From an optimization exercise on the open Yosys and OpenROAD flow, aimed at small area, a short achievable clock period and few clock cycles; shortcuts taken in it are not production practice. At most, simulation tests tie the RTL to the original design; equivalence was not proved. Power is estimated from default activity; no workload was simulated.

==> trial 91: inputs <==
Design dlt645_rx, start of the top module:
module dlt645_rx (
    input  wire        clk,
    input  wire        rst,           
    input  wire        strict,        
    input  wire        in_valid,
    output wire        in_ready,
    input  wire [31:0] in_data,
    input  wire [2:0]  in_nbytes,     
    output reg         out_valid,
    input  wire        out_ready,
    output reg         out_is_result,
    output reg  [31:0] out_data,
    output wire [2:0]  out_nbytes,
    output wire        out_ok,
    output reg  [2:0]  out_cause,
    output wire [15:0] out_count,
    output reg  [15:0] out_pre,
    output reg  [47:0] out_addr,
    output reg  [7:0]  out_ctrl,
    output reg  [7:0]  out_len,
    output reg  [7:0]  out_cs,
    output reg  [7:0]  out_end
);
clock: 4.0 ns
lec_check: 0
cap_margin: 20
core_margin: 2
core_utilization: 40
slew_margin: 20
run.sh (not shown) runs the stock make flow with config.mk's settings and CLKGATE_MAP_FILE= SYNTH_SCRIPT=/design/flow/synth_recipe.tcl, a recipe that flattens the netlist after the stock synthesis.
==> inputs of build 1, as changes to trial 91 <==
--- a/flow/design.v
+++ b/flow/design.v
@@ -39,10 +39,11 @@
     reg [1:0]  st;
     reg [15:0] cnt;
     reg [7:0]  sum_s, sum_c;    
     reg [23:0] pack;            
     reg        out_last;        
+    reg [8:0]  out_off;         
     wire go = !out_valid || out_ready;
     wire pre_st  = (st == S_PRE);
     wire hdr_st  = (st == S_HDR);
     wire body_st = (st == S_BODY);
     wire [3:0] o  = cnt[3:0];
@@ -103,23 +104,11 @@
     wire g2 = !q0 && !q1, g3 = g2 && !q2, g4 = g3 && !q3, g5 = g4 && !q4;
     wire [3:0] b_dat  = {g5, g4, g3, g2};
     wire [3:0] b_last = {q5, q4, q3, q2};
     wire [3:0] b_cs   = {q4, q3, q2, q1};
     wire [3:0] b_end  = {q3, q2, q1, q0};
-    reg  [3:0] h_dat, h_last, h_cs, h_end;
-    integer t;
-    always @* begin
-        h_dat = 4'd0; h_last = 4'd0; h_cs = 4'd0; h_end = 4'd0;
-        for (t = 0; t < 4; t = t + 1)
-            if (ofs_in(o, t, 10, 10)) begin
-                h_dat[t] = !l0; h_last[t] = l1; h_cs[t] = l0;
-            end else if (ofs_in(o, t, 11, 11)) begin
-                h_dat[t] = !l0 && !l1; h_last[t] = l2; h_cs[t] = l1; h_end[t] = l0;
-            end else if (ofs_in(o, t, 12, 12)) begin
-                h_dat[t] = !l0 && !l1 && !l2; h_last[t] = l3; h_cs[t] = l2; h_end[t] = l1;
-            end
-    end
+    wire [3:0] h_dat = 4'd0, h_last = 4'd0, h_cs = 4'd0, h_end = 4'd0;
     wire [3:0] bdat  = body_st ? b_dat  : hdr_st ? h_dat  : 4'd0;
     wire [3:0] blast = body_st ? b_last : hdr_st ? h_last : 4'd0;
     wire [3:0] bcs   = body_st ? b_cs   : hdr_st ? h_cs   : 4'd0;
     wire [3:0] bend  = body_st ? b_end  : hdr_st ? h_end  : 4'd0;
     reg [1:0] f0;
@@ -143,25 +132,34 @@
     generate
         for (gi = 0; gi < 4; gi = gi + 1) begin : al
             assign aln[gi] = hdr_st && ofs_in(o, gi, 10, 12);
         end
     endgenerate
-    wire [3:0] msk = bn & (pre_st ? (s1 | aft1) : hdr_st ? (hd | aln) : bdat);
+    wire [3:0] msk  = bn & (hdr_st ? hd : bdat);
+    wire [3:0] pmsk = bn & (s1 | aft1);
     wire [7:0] m0 = msk[0] ? b[0] : 8'd0;
     wire [7:0] m1 = msk[1] ? b[1] : 8'd0;
     wire [7:0] m2 = msk[2] ? b[2] : 8'd0;
     wire [7:0] m3 = msk[3] ? b[3] : 8'd0;
-    wire [7:0] ss = pre_st ? 8'd0 : sum_s;
-    wire [7:0] sc = pre_st ? 8'd0 : sum_c;
-    wire [7:0] x1 = ss ^ sc ^ m0;
-    wire [7:0] y1 = {(ss[6:0] & sc[6:0]) | (ss[6:0] & m0[6:0]) | (sc[6:0] & m0[6:0]), 1'b0};
+    wire [7:0] x1 = sum_s ^ sum_c ^ m0;
+    wire [7:0] y1 = {(sum_s[6:0] & sum_c[6:0]) | (sum_s[6:0] & m0[6:0]) | (sum_c[6:0] & m0[6:0]), 1'b0};
     wire [7:0] x2 = m1 ^ m2 ^ m3;
     wire [7:0] y2 = {(m1[6:0] & m2[6:0]) | (m1[6:0] & m3[6:0]) | (m2[6:0] & m3[6:0]), 1'b0};
     wire [7:0] x3 = x1 ^ y1 ^ x2;
     wire [7:0] y3 = {(x1[6:0] & y1[6:0]) | (x1[6:0] & x2[6:0]) | (y1[6:0] & x2[6:0]), 1'b0};
-    wire [7:0] x4 = x3 ^ y3 ^ y2;
-    wire [7:0] y4 = {(x3[6:0] & y3[6:0]) | (x3[6:0] & y2[6:0]) | (y3[6:0] & y2[6:0]), 1'b0};
+    wire [7:0] xh = x3 ^ y3 ^ y2;
+    wire [7:0] yh = {(x3[6:0] & y3[6:0]) | (x3[6:0] & y2[6:0]) | (y3[6:0] & y2[6:0]), 1'b0};
+    wire [7:0] p0 = pmsk[0] ? b[0] : 8'd0;
+    wire [7:0] p1 = pmsk[1] ? b[1] : 8'd0;
+    wire [7:0] p2 = pmsk[2] ? b[2] : 8'd0;
+    wire [7:0] p3 = pmsk[3] ? b[3] : 8'd0;
+    wire [7:0] xp1 = p0 ^ p1 ^ p2;
+    wire [7:0] yp1 = {(p0[6:0] & p1[6:0]) | (p0[6:0] & p2[6:0]) | (p1[6:0] & p2[6:0]), 1'b0};
+    wire [7:0] xp = xp1 ^ yp1 ^ p3;
+    wire [7:0] yp = {(xp1[6:0] & yp1[6:0]) | (xp1[6:0] & p3[6:0]) | (yp1[6:0] & p3[6:0]), 1'b0};
+    wire [7:0] x4 = pre_st ? xp : xh;
+    wire [7:0] y4 = pre_st ? yp : yh;
     reg  csp;
     wire [7:0] eqx = sum_s ^ sum_c ^ out_cs;
     wire [7:0] eqc = {(sum_s[6:0] & sum_c[6:0]) | ((sum_s[6:0] | sum_c[6:0]) & ~out_cs[6:0]), 1'b0};
     wire csbad = csp && (eqx != eqc);
     function automatic [8:0] blkf(input [3:0] vv, input [3:0] drec, input [3:0] rpos,
@@ -174,11 +172,11 @@
             rec = vv & ~d & (drec | r);
             rb  = {|rec[2:0], |rec[1:0], rec[0], 1'b0};
             bl  = (d & ~ffe) | (~d & (drec | rpos));
             cv  = csl & vv;
             aft = {|cv[2:0], |cv[1:0], cv[0], 1'b0};
-            sb  = (aft | snd) & {4{sm}};
+            sb  = (aft & {4{sm}}) | snd;
             bk  = (rb & bl) | sb;
             ok  = ~vv | ~bk;
             cn  = vv & {&ok[3:0], &ok[2:0], &ok[1:0], ok[0]};
             fr  = rec & ~rb & ~sb;
             blkf = {fr, cn, |(vv & bk)};
@@ -191,12 +189,11 @@
     wire [3:0] h_aln   = {ofs_in(o, 3, 10, 12), ofs_in(o, 2, 10, 12),
                           ofs_in(o, 1, 10, 12), ofs_in(o, 0, 10, 12)};
     wire [3:0] s3_h    = {o[1:0] == 2'd2, o[1:0] == 2'd3, o[1:0] == 2'd0, o[1:0] == 2'd1};
     wire [3:0] s3_b    = {fo == 2'd2, fo == 2'd3, fo == 2'd0, fo == 2'd1};
     wire [8:0] bk_p = blkf(v, 4'd0, p_e1, fe, 4'd0, 4'd0, strict_r);
-    wire [8:0] bk_h = blkf(v, h_dat & (s3_h | h_last), h_e2 | h_end, fe, h_cs,
-                           h_aln & ~h_dat, strict_r);
+    wire [8:0] bk_h = blkf(v, 4'd0, h_e2, fe, 4'd0, h_aln, strict_r);
     wire [8:0] bk_b = blkf(v, b_dat & (s3_b | b_last), b_end, fe, b_cs, 4'd0, strict_r);
     wire [8:0] bk   = pre_st ? bk_p : hdr_st ? bk_h : bk_b;
     wire       go2   = go && !csbad;
     wire [3:0] cons  = bk[4:1] & {4{go2}};
     wire       complete = !(|v) || (go2 && !bk[0]);
@@ -255,24 +252,47 @@
     wire [2:0] n = {bn[3], bn[1] & ~bn[3], (bn[0] & ~bn[1]) | (bn[2] & ~bn[3])};
     wire        anyfirst = |first;
     wire [15:0] cnt_a = cnt + {13'd0, n};
     wire [15:0] cnt_j = cnt + {14'd0, j};
     wire [9:0]  lenb  = 10'd0 - ({2'd0, lsel} + {8'd0, llane} + 10'd2);
-    wire [3:0]  rres_c = {1'b0, n} - {2'b0, rl} - 4'd1;
-    wire [3:0]  rres_n = 4'd15 - {2'b0, rl};
+    wire [3:0]  rn0 = {1'b0, n} - 4'd1, rn1 = {1'b0, n} - 4'd2;
+    wire [3:0]  rn2 = {1'b0, n} - 4'd3, rn3 = {1'b0, n} - 4'd4;
+    wire [3:0]  rres_c = ({4{resc[0]}} & rn0) | ({4{resc[1]}} & rn1)
+                       | ({4{resc[2]}} & rn2) | ({4{resc[3]}} & rn3);
+    wire [3:0]  rres_n = ({4{resc[0]}} & 4'd15) | ({4{resc[1]}} & 4'd14)
+                       | ({4{resc[2]}} & 4'd13) | ({4{resc[3]}} & 4'd12);
     wire [3:0]  rs1_c  = {1'b0, n} - {2'b0, j};
     wire [3:0]  rs1_n  = 4'd0 - {2'b0, j};
     wire [9:0]  lenn_c = lenb + {7'd0, n};
-    reg  [15:0] cnt_nx;
+    reg  [15:0] cnt_c, cnt_h;    
     always @* begin
-        if (emitr_n)    cnt_nx = complete ? {{12{rres_c[3]}}, rres_c} : {{12{rres_n[3]}}, rres_n};
-        else if (evlen) cnt_nx = complete ? {{6{lenn_c[9]}}, lenn_c} : {{6{lenb[9]}}, lenb};
-        else if (evs1)  cnt_nx = complete ? {{12{rs1_c[3]}}, rs1_c} : {{12{rs1_n[3]}}, rs1_n};
-        else            cnt_nx = complete ? cnt_a : cnt;
+        if (emitr_n) begin
+            cnt_c = {{12{rres_c[3]}}, rres_c};
+            cnt_h = {{12{rres_n[3]}}, rres_n};
+        end else if (evlen) begin
+            cnt_c = {{6{lenn_c[9]}}, lenn_c};
+            cnt_h = {{6{lenb[9]}}, lenb};
+        end else if (evs1) begin
+            cnt_c = {{12{rs1_c[3]}}, rs1_c};
+            cnt_h = {{12{rs1_n[3]}}, rs1_n};
+        end else begin
+            cnt_c = cnt_a;
+            cnt_h = cnt;
+        end
     end
+    wire [15:0] cnt_nx = complete ? cnt_c : cnt_h;
     reg  [1:0] fo;
     wire [1:0] fo_b = evs1 ? f0 : hdr_st ? o[1:0] : fo;
+    wire [8:0] len10 = {1'b0, out_len} + 9'd10;
+    wire [8:0] len11 = {1'b0, out_len} + 9'd11;
+    wire [8:0] len12 = {1'b0, out_len} + 9'd12;
+    wire [8:0] lsl12 = {1'b0, lsel} + 9'd12;
+    wire       r_e2  = |(resc & e2);
+    wire       r_end = |(resc & bend);
+    wire [8:0] off_nx = csbad ? len10 :
+                        r_e2  ? 9'd7 :
+                        r_end ? (end_bad ? len11 : evlen ? lsl12 : len12) : 9'd0;
     always @(posedge clk) begin
         strict_r <= strict;
         if (rst) begin
             bn <= 4'd0;
             dm <= 4'd0;
@@ -301,10 +321,11 @@
         end else if (go) begin
             out_valid <= emit;
             out_is_result <= emit_r;
             out_cause <= {csbad | end_bad, |(resc & e2), |(resc & e1) | end_bad};
             out_last  <= |(frst & blast);
+            out_off   <= off_nx;
             for (k = 0; k < 4; k = k + 1)
                     out_data[8*k +: 8] <= (k < pc0) ? pack[8*k +: 8] : g[8*((k+2)%4) +: 8];
             for (k = 0; k < 3; k = k + 1)
                 if (slot_we[k]) pack[8*k +: 8] <= g[8*((k+2)%4) +: 8];
             for (k = 1; k <= 6; k = k + 1)
@@ -331,18 +352,10 @@
             fo  <= complete ? fo_b + n[1:0] : fo_b;
         end
     end
     assign out_ok = (out_cause == C_NONE);
     assign out_nbytes = out_last ? {1'b0, out_len[1:0] - 2'd1} + 3'd1 : 3'd4;
-    wire       use_len = out_cause[2] || !(out_cause[1] || out_cause[0]);
-    reg  [3:0] cnt_k;
-    always @* begin
-        case (out_cause)
-            C_WRONG_START1: cnt_k = 4'd0;
-            C_WRONG_START2: cnt_k = 4'd7;
-            C_BAD_CHECKSUM: cnt_k = 4'd10;
-            C_WRONG_END:    cnt_k = 4'd11;
-            default:        cnt_k = 4'd12;
-        endcase
-    end
-    assign out_count = out_pre + {8'd0, use_len ? out_len : 8'd0} + {12'd0, cnt_k};
+    assign out_count = {cnt_lo[9] ? hi2 : cnt_lo[8] ? hi1 : out_pre[15:8], cnt_lo[7:0]};
+    wire [9:0] cnt_lo = {2'd0, out_pre[7:0]} + {1'b0, out_off};
+    wire [7:0] hi1 = out_pre[15:8] + 8'd1;
+    wire [7:0] hi2 = out_pre[15:8] + 8'd2;
 endmodule
==> results.txt <==
Outcome: trial 91 finished with violations; build 1 finished with violations
Layout check failures: trial 91 setup timing; build 1 setup timing
Register area share after synthesis: trial 91 42.5%; build 1 41.9%
Share of power burned in registers: trial 91 35.4%; build 1 36.8%
Vias in the first global route: trial 91 15300; build 1 16100
Post-layout min period: trial 91 4.72 ns; build 1 4.40 ns
Power attributed to the clock group: trial 91 2.44 mW; build 1 2.29 mW
CTS-repair resized insts: trial 91 143; build 1 136
Wire length on met1: trial 91 27900 µm; build 1 28000 µm
Gate count of the mapped netlist: trial 91 1572; build 1 1685
Logic pwr share: trial 91 34.1%; build 1 35.0%
Critical path depth: trial 91 17; build 1 10
Mean routed wirelength per cell: trial 91 24.1 µm; build 1 24.6 µm
Area overhead of the layout relative to synthesis: trial 91 52.6%; build 1 47.5%
Net Switching: trial 91 2.50 mW; build 1 2.58 mW
Clk cell area share: trial 91 3.55%; build 1 3.19%
Mux cell area share after synthesis: trial 91 7.64%; build 1 6.42%
Placement Setup Slack: trial 91 -0.706 ns; build 1 -0.491 ns
Number of vias per cell after detailed routing: trial 91 5.70; build 1 5.70
Cell Area, Placed: trial 91 21500 µm²; build 1 22300 µm²
Relative contribution of the clock network to total power: trial 91 30.5%; build 1 28.2%
Share of cell area taken by multi-input logic gates: trial 91 39.5%; build 1 39.9%
Number of distinct standard cells referenced by the synthesized netlist: trial 91 100; build 1 83
DRT iter0 DRCs: trial 91 1532; build 1 1678
Total power: trial 91 8.01 mW; build 1 8.14 mW
P_seq: trial 91 2.84 mW; build 1 2.99 mW
No functional check of the RTL was part of any run of this note.

* * *

==> inputs of wip/indigo <==
Another version of the RTL of dlt645_rx (not shown whole).
## dlt645_rx
module dlt645_rx (
    input  wire        clk,
    input  wire        rst,           
    input  wire        strict,        
    input  wire        in_valid,
    output wire        in_ready,
    input  wire [31:0] in_data,
    input  wire [2:0]  in_nbytes,     
    output reg         out_valid,
    input  wire        out_ready,
    output reg         out_is_result,
    output reg  [31:0] out_data,
    output wire [2:0]  out_nbytes,
    output wire        out_ok,
    output reg  [2:0]  out_cause,
    output wire [15:0] out_count,
    output reg  [15:0] out_pre,
    output reg  [47:0] out_addr,
    output reg  [7:0]  out_ctrl,
    output reg  [7:0]  out_len,
    output reg  [7:0]  out_cs,
    output reg  [7:0]  out_end
);
export LEC_CHECK = 0
export CAP_MARGIN = 20
export CORE_MARGIN = 2
export CORE_UTILIZATION = 40
export SLEW_MARGIN = 20
create_clock -name core_clock -period 4.0 [get_ports {clk}]
==> wip/pepper: changes against wip/indigo <==
--- a/flow/design.v
+++ b/flow/design.v
@@ -9,17 +9,17 @@
     output reg         out_valid,
     input  wire        out_ready,
     output reg         out_is_result,
     output reg  [31:0] out_data,
     output wire [2:0]  out_nbytes,
     output wire        out_ok,
     output reg  [2:0]  out_cause,
     output wire [15:0] out_count,
-    output reg  [15:0] out_pre,
+    output reg  [15:0] out_pre,       
     output reg  [47:0] out_addr,
     output reg  [7:0]  out_ctrl,
     output reg  [7:0]  out_len,
     output reg  [7:0]  out_cs,
     output reg  [7:0]  out_end
 );
     localparam [7:0] PRE_BYTE   = 8'hFE;
     localparam [7:0] START_BYTE = 8'h68;
@@ -39,17 +39,17 @@
     reg [31:0] qd;              
     reg [3:0]  qn;
     reg        qf;
     reg [1:0]  st;
     reg [15:0] cnt;
     reg [7:0]  sum_s, sum_c;    
     reg [23:0] pack;            
     reg        out_last;        
-    reg [8:0]  out_off;         
+    reg [15:0] out_n;           
     wire go = !out_valid || out_ready;
     wire pre_st  = (st == S_PRE);
     wire hdr_st  = (st == S_HDR);
     wire body_st = (st == S_BODY);
     wire [3:0] o  = cnt[3:0];
     wire [9:0] ne = cnt[9:0];
     wire [7:0] b [0:3];
     assign b[0] = bd[7:0];
@@ -134,28 +134,27 @@
     wire [3:0] aln;             
     generate
         for (gi = 0; gi < 4; gi = gi + 1) begin : al
             assign aln[gi] = hdr_st && ofs_in(o, gi, 10, 12);
         end
     endgenerate
     wire [3:0] msk  = bn & (hdr_st ? hd : bdat);
     wire [3:0] pmsk = bn & (s1 | aft1);
-    wire [7:0] m0 = msk[0] ? b[0] : 8'd0;
-    wire [7:0] m1 = msk[1] ? b[1] : 8'd0;
-    wire [7:0] m2 = msk[2] ? b[2] : 8'd0;
-    wire [7:0] m3 = msk[3] ? b[3] : 8'd0;
-    wire [7:0] x1 = sum_s ^ sum_c ^ m0;
-    wire [7:0] y1 = {(sum_s[6:0] & sum_c[6:0]) | (sum_s[6:0] & m0[6:0]) | (sum_c[6:0] & m0[6:0]), 1'b0};
-    wire [7:0] x2 = m1 ^ m2 ^ m3;
-    wire [7:0] y2 = {(m1[6:0] & m2[6:0]) | (m1[6:0] & m3[6:0]) | (m2[6:0] & m3[6:0]), 1'b0};
-    wire [7:0] x3 = x1 ^ y1 ^ x2;
-    wire [7:0] y3 = {(x1[6:0] & y1[6:0]) | (x1[6:0] & x2[6:0]) | (y1[6:0] & x2[6:0]), 1'b0};
-    wire [7:0] xh = x3 ^ y3 ^ y2;
-    wire [7:0] yh = {(x3[6:0] & y3[6:0]) | (x3[6:0] & y2[6:0]) | (y3[6:0] & y2[6:0]), 1'b0};
+    wire [7:0] q3x = b[0] ^ b[1] ^ b[2];
+    wire [7:0] q3y = {(b[0][6:0] & b[1][6:0]) | (b[0][6:0] & b[2][6:0]) | (b[1][6:0] & b[2][6:0]), 1'b0};
+    wire [7:0] q4x = q3x ^ q3y ^ b[3];
+    wire [7:0] q4y = {(q3x[6:0] & q3y[6:0]) | (q3x[6:0] & b[3][6:0]) | (q3y[6:0] & b[3][6:0]), 1'b0};
+    wire k1 = msk[0] & ~msk[1], k2 = msk[1] & ~msk[2], k3 = msk[2] & ~msk[3], k4 = msk[3];
+    wire [7:0] pks = ({8{k1 | k2}} & b[0]) | ({8{k3}} & q3x) | ({8{k4}} & q4x);
+    wire [7:0] pkc = ({8{k2}} & b[1]) | ({8{k3}} & q3y) | ({8{k4}} & q4y);
+    wire [7:0] x3 = sum_s ^ sum_c ^ pks;
+    wire [7:0] y3 = {(sum_s[6:0] & sum_c[6:0]) | (sum_s[6:0] & pks[6:0]) | (sum_c[6:0] & pks[6:0]), 1'b0};
+    wire [7:0] xh = x3 ^ y3 ^ pkc;
+    wire [7:0] yh = {(x3[6:0] & y3[6:0]) | (x3[6:0] & pkc[6:0]) | (y3[6:0] & pkc[6:0]), 1'b0};
     wire [7:0] p0 = pmsk[0] ? b[0] : 8'd0;
     wire [7:0] p1 = pmsk[1] ? b[1] : 8'd0;
     wire [7:0] p2 = pmsk[2] ? b[2] : 8'd0;
     wire [7:0] p3 = pmsk[3] ? b[3] : 8'd0;
     wire [7:0] xp1 = p0 ^ p1 ^ p2;
     wire [7:0] yp1 = {(p0[6:0] & p1[6:0]) | (p0[6:0] & p2[6:0]) | (p1[6:0] & p2[6:0]), 1'b0};
     wire [7:0] xp = xp1 ^ yp1 ^ p3;
     wire [7:0] yp = {(xp1[6:0] & yp1[6:0]) | (xp1[6:0] & p3[6:0]) | (yp1[6:0] & p3[6:0]), 1'b0};
@@ -280,25 +279,20 @@
         end else begin
             cnt_c = cnt_a;
             cnt_h = cnt;
         end
     end
     wire [15:0] cnt_nx = complete ? cnt_c : cnt_h;
     reg  [1:0] fo;
     wire [1:0] fo_b = evs1 ? f0 : hdr_st ? o[1:0] : fo;
-    wire [8:0] len10 = {1'b0, out_len} + 9'd10;
-    wire [8:0] len11 = {1'b0, out_len} + 9'd11;
-    wire [8:0] len12 = {1'b0, out_len} + 9'd12;
-    wire [8:0] lsl12 = {1'b0, lsel} + 9'd12;
     wire       r_e2  = |(resc & e2);
-    wire       r_end = |(resc & bend);
-    wire [8:0] off_nx = csbad ? len10 :
-                        r_e2  ? 9'd7 :
-                        r_end ? (end_bad ? len11 : evlen ? lsl12 : len12) : 9'd0;
+    wire [15:0] pre7  = out_pre + 16'd7;
+    wire [15:0] n_m1  = out_n - 16'd1;
+    wire [15:0] n_m2  = out_n - 16'd2;
     reg [3:0] in_mask;
     always @* begin
         case (in_nbytes)
             3'd1:    in_mask = 4'b0001;
             3'd2:    in_mask = 4'b0011;
             3'd3:    in_mask = 4'b0111;
             default: in_mask = 4'b1111;
         endcase
@@ -337,30 +331,32 @@
             st        <= S_PRE;
             cnt       <= 16'd0;
             csp       <= 1'b0;
         end else if (go) begin
             out_valid <= emit;
             out_is_result <= emit_r;
             out_cause <= {csbad | end_bad, |(resc & e2), |(resc & e1) | end_bad};
             out_last  <= |(frst & blast);
-            out_off   <= off_nx;
             for (k = 0; k < 4; k = k + 1)
                     out_data[8*k +: 8] <= (k < pc0) ? pack[8*k +: 8] : g[8*((k+2)%4) +: 8];
             for (k = 0; k < 3; k = k + 1)
                 if (slot_we[k]) pack[8*k +: 8] <= g[8*((k+2)%4) +: 8];
             for (k = 1; k <= 6; k = k + 1)
                 if (ofs_we[k]) out_addr[8*(k-1) +: 8] <= g[8*(k%4) +: 8];
             if (ofs_we[8]) out_ctrl <= g[7:0];
             if (ofs_we[9]) out_len  <= g[15:8];
             if (|(v & bcs))  out_cs  <= ({8{bcs[0]}} & b[0]) | ({8{bcs[1]}} & b[1])
                                       | ({8{bcs[2]}} & b[2]) | ({8{bcs[3]}} & b[3]);
             if (|(v & bend)) out_end <= ({8{bend[0]}} & b[0]) | ({8{bend[1]}} & b[1])
                                       | ({8{bend[2]}} & b[2]) | ({8{bend[3]}} & b[3]);
             if (evs1 || eve1) out_pre <= cnt_j;
+            else if (csbad)   out_pre <= n_m2;
+            else if (r_e2)    out_pre <= pre7;
+            else if (end_bad) out_pre <= n_m1;
             if (complete || cstake) begin
                 sum_s <= x4;
                 sum_c <= y4;
             end else if (evs1) begin
                 sum_s <= 8'd0;
                 sum_c <= 8'd0;
             end
             if (emit_r)     st <= S_PRE;
@@ -368,13 +364,11 @@
             else if (evs1)  st <= S_HDR;
             cnt <= csbad ? {{6{ne[9]}}, ne} : cnt_nx;
             csp <= cstake;
             fo  <= complete ? fo_b + n[1:0] : fo_b;
         end
     end
     assign out_ok = (out_cause == C_NONE);
     assign out_nbytes = out_last ? {1'b0, out_len[1:0] - 2'd1} + 3'd1 : 3'd4;
-    assign out_count = {cnt_lo[9] ? hi2 : cnt_lo[8] ? hi1 : out_pre[15:8], cnt_lo[7:0]};
-    wire [9:0] cnt_lo = {2'd0, out_pre[7:0]} + {1'b0, out_off};
-    wire [7:0] hi1 = out_pre[15:8] + 8'd1;
-    wire [7:0] hi2 = out_pre[15:8] + 8'd2;
+    always @(posedge clk) out_n <= out_pre + {8'd0, out_len} + 16'd12;
+    assign out_count = out_ok ? out_n : out_pre;
 endmodule
==> qor summary <==
item	wip/indigo	wip/pepper
Source of the critical timing path	out_pre[0]	cnt[0]
Fraction of final layout cells with drive strength greater than 1	27.7%	22.2%
Post-synth EDFFs	250	241
Relative contribution of sequential cells to total power	35.1%	37.6%
Number of buffer and inverter stages on the critical path	3	6
Sw Share	32.6%	33.4%
Combinational cell fraction of total power	35.0%	33.3%
Share of the yosys chip area belonging to registers	44.6%	42.6%
Multi-In Gates	1244	1330
Vias in the first global route	15300	16200
Sequential cell area	0.00812 mm^2	0.00817 mm^2
Hold Path Stages	2	1
Slew at the pin closest to its max-slew limit	0.926 ns	0.876 ns
Internal	6.86 mW	6.44 mW
Result of the run	complete, but fails checks	timing/DRC/antenna clean
Layout check failures	setup timing	-
Number of well taps	600	615
Routed wl met3	5740 um	5770 um
Path depth of the worst reg2reg path	17	14
Post-synthesis cell type count	99	97
Testbench counts of wip/indigo, summed over its fixed seeds: cycles 8,100.
Testbench counts of wip/pepper, summed over its fixed seeds: cycles 8,100.

## separate check: timing with driven ports
No port has a modelled driver above. Below, the same layouts with a new extraction and two added sets of constraints.
Step 1 sets driving cells, clkbuf_16 on the clock port and buf_2 on the other inputs (assumed; they add their load-dependent delay and slew).
Step 2 also shifts input and output timing later by t, the mid clock arrival at the registers, as if the neighbouring blocks saw the same clock.
Three values: no drivers, after step 1, after step 2; two values: the first two.
| run | t (ns) | setup WS [ns] | pins driven straight from the clock port |
|---|---|---|---|
| trial 91 | 0.613 | -0.717 / -0.778 / -0.571 | 1 |
| build 1 | 0.613 | -0.397 / -0.452 / -0.196 | 1 |
| wip/indigo | 0.636 | -0.100 / -0.153 / 0.068 | 1 |
| wip/pepper | 0.639 | 0.075 / 0.075 / 0.075 | 1 |
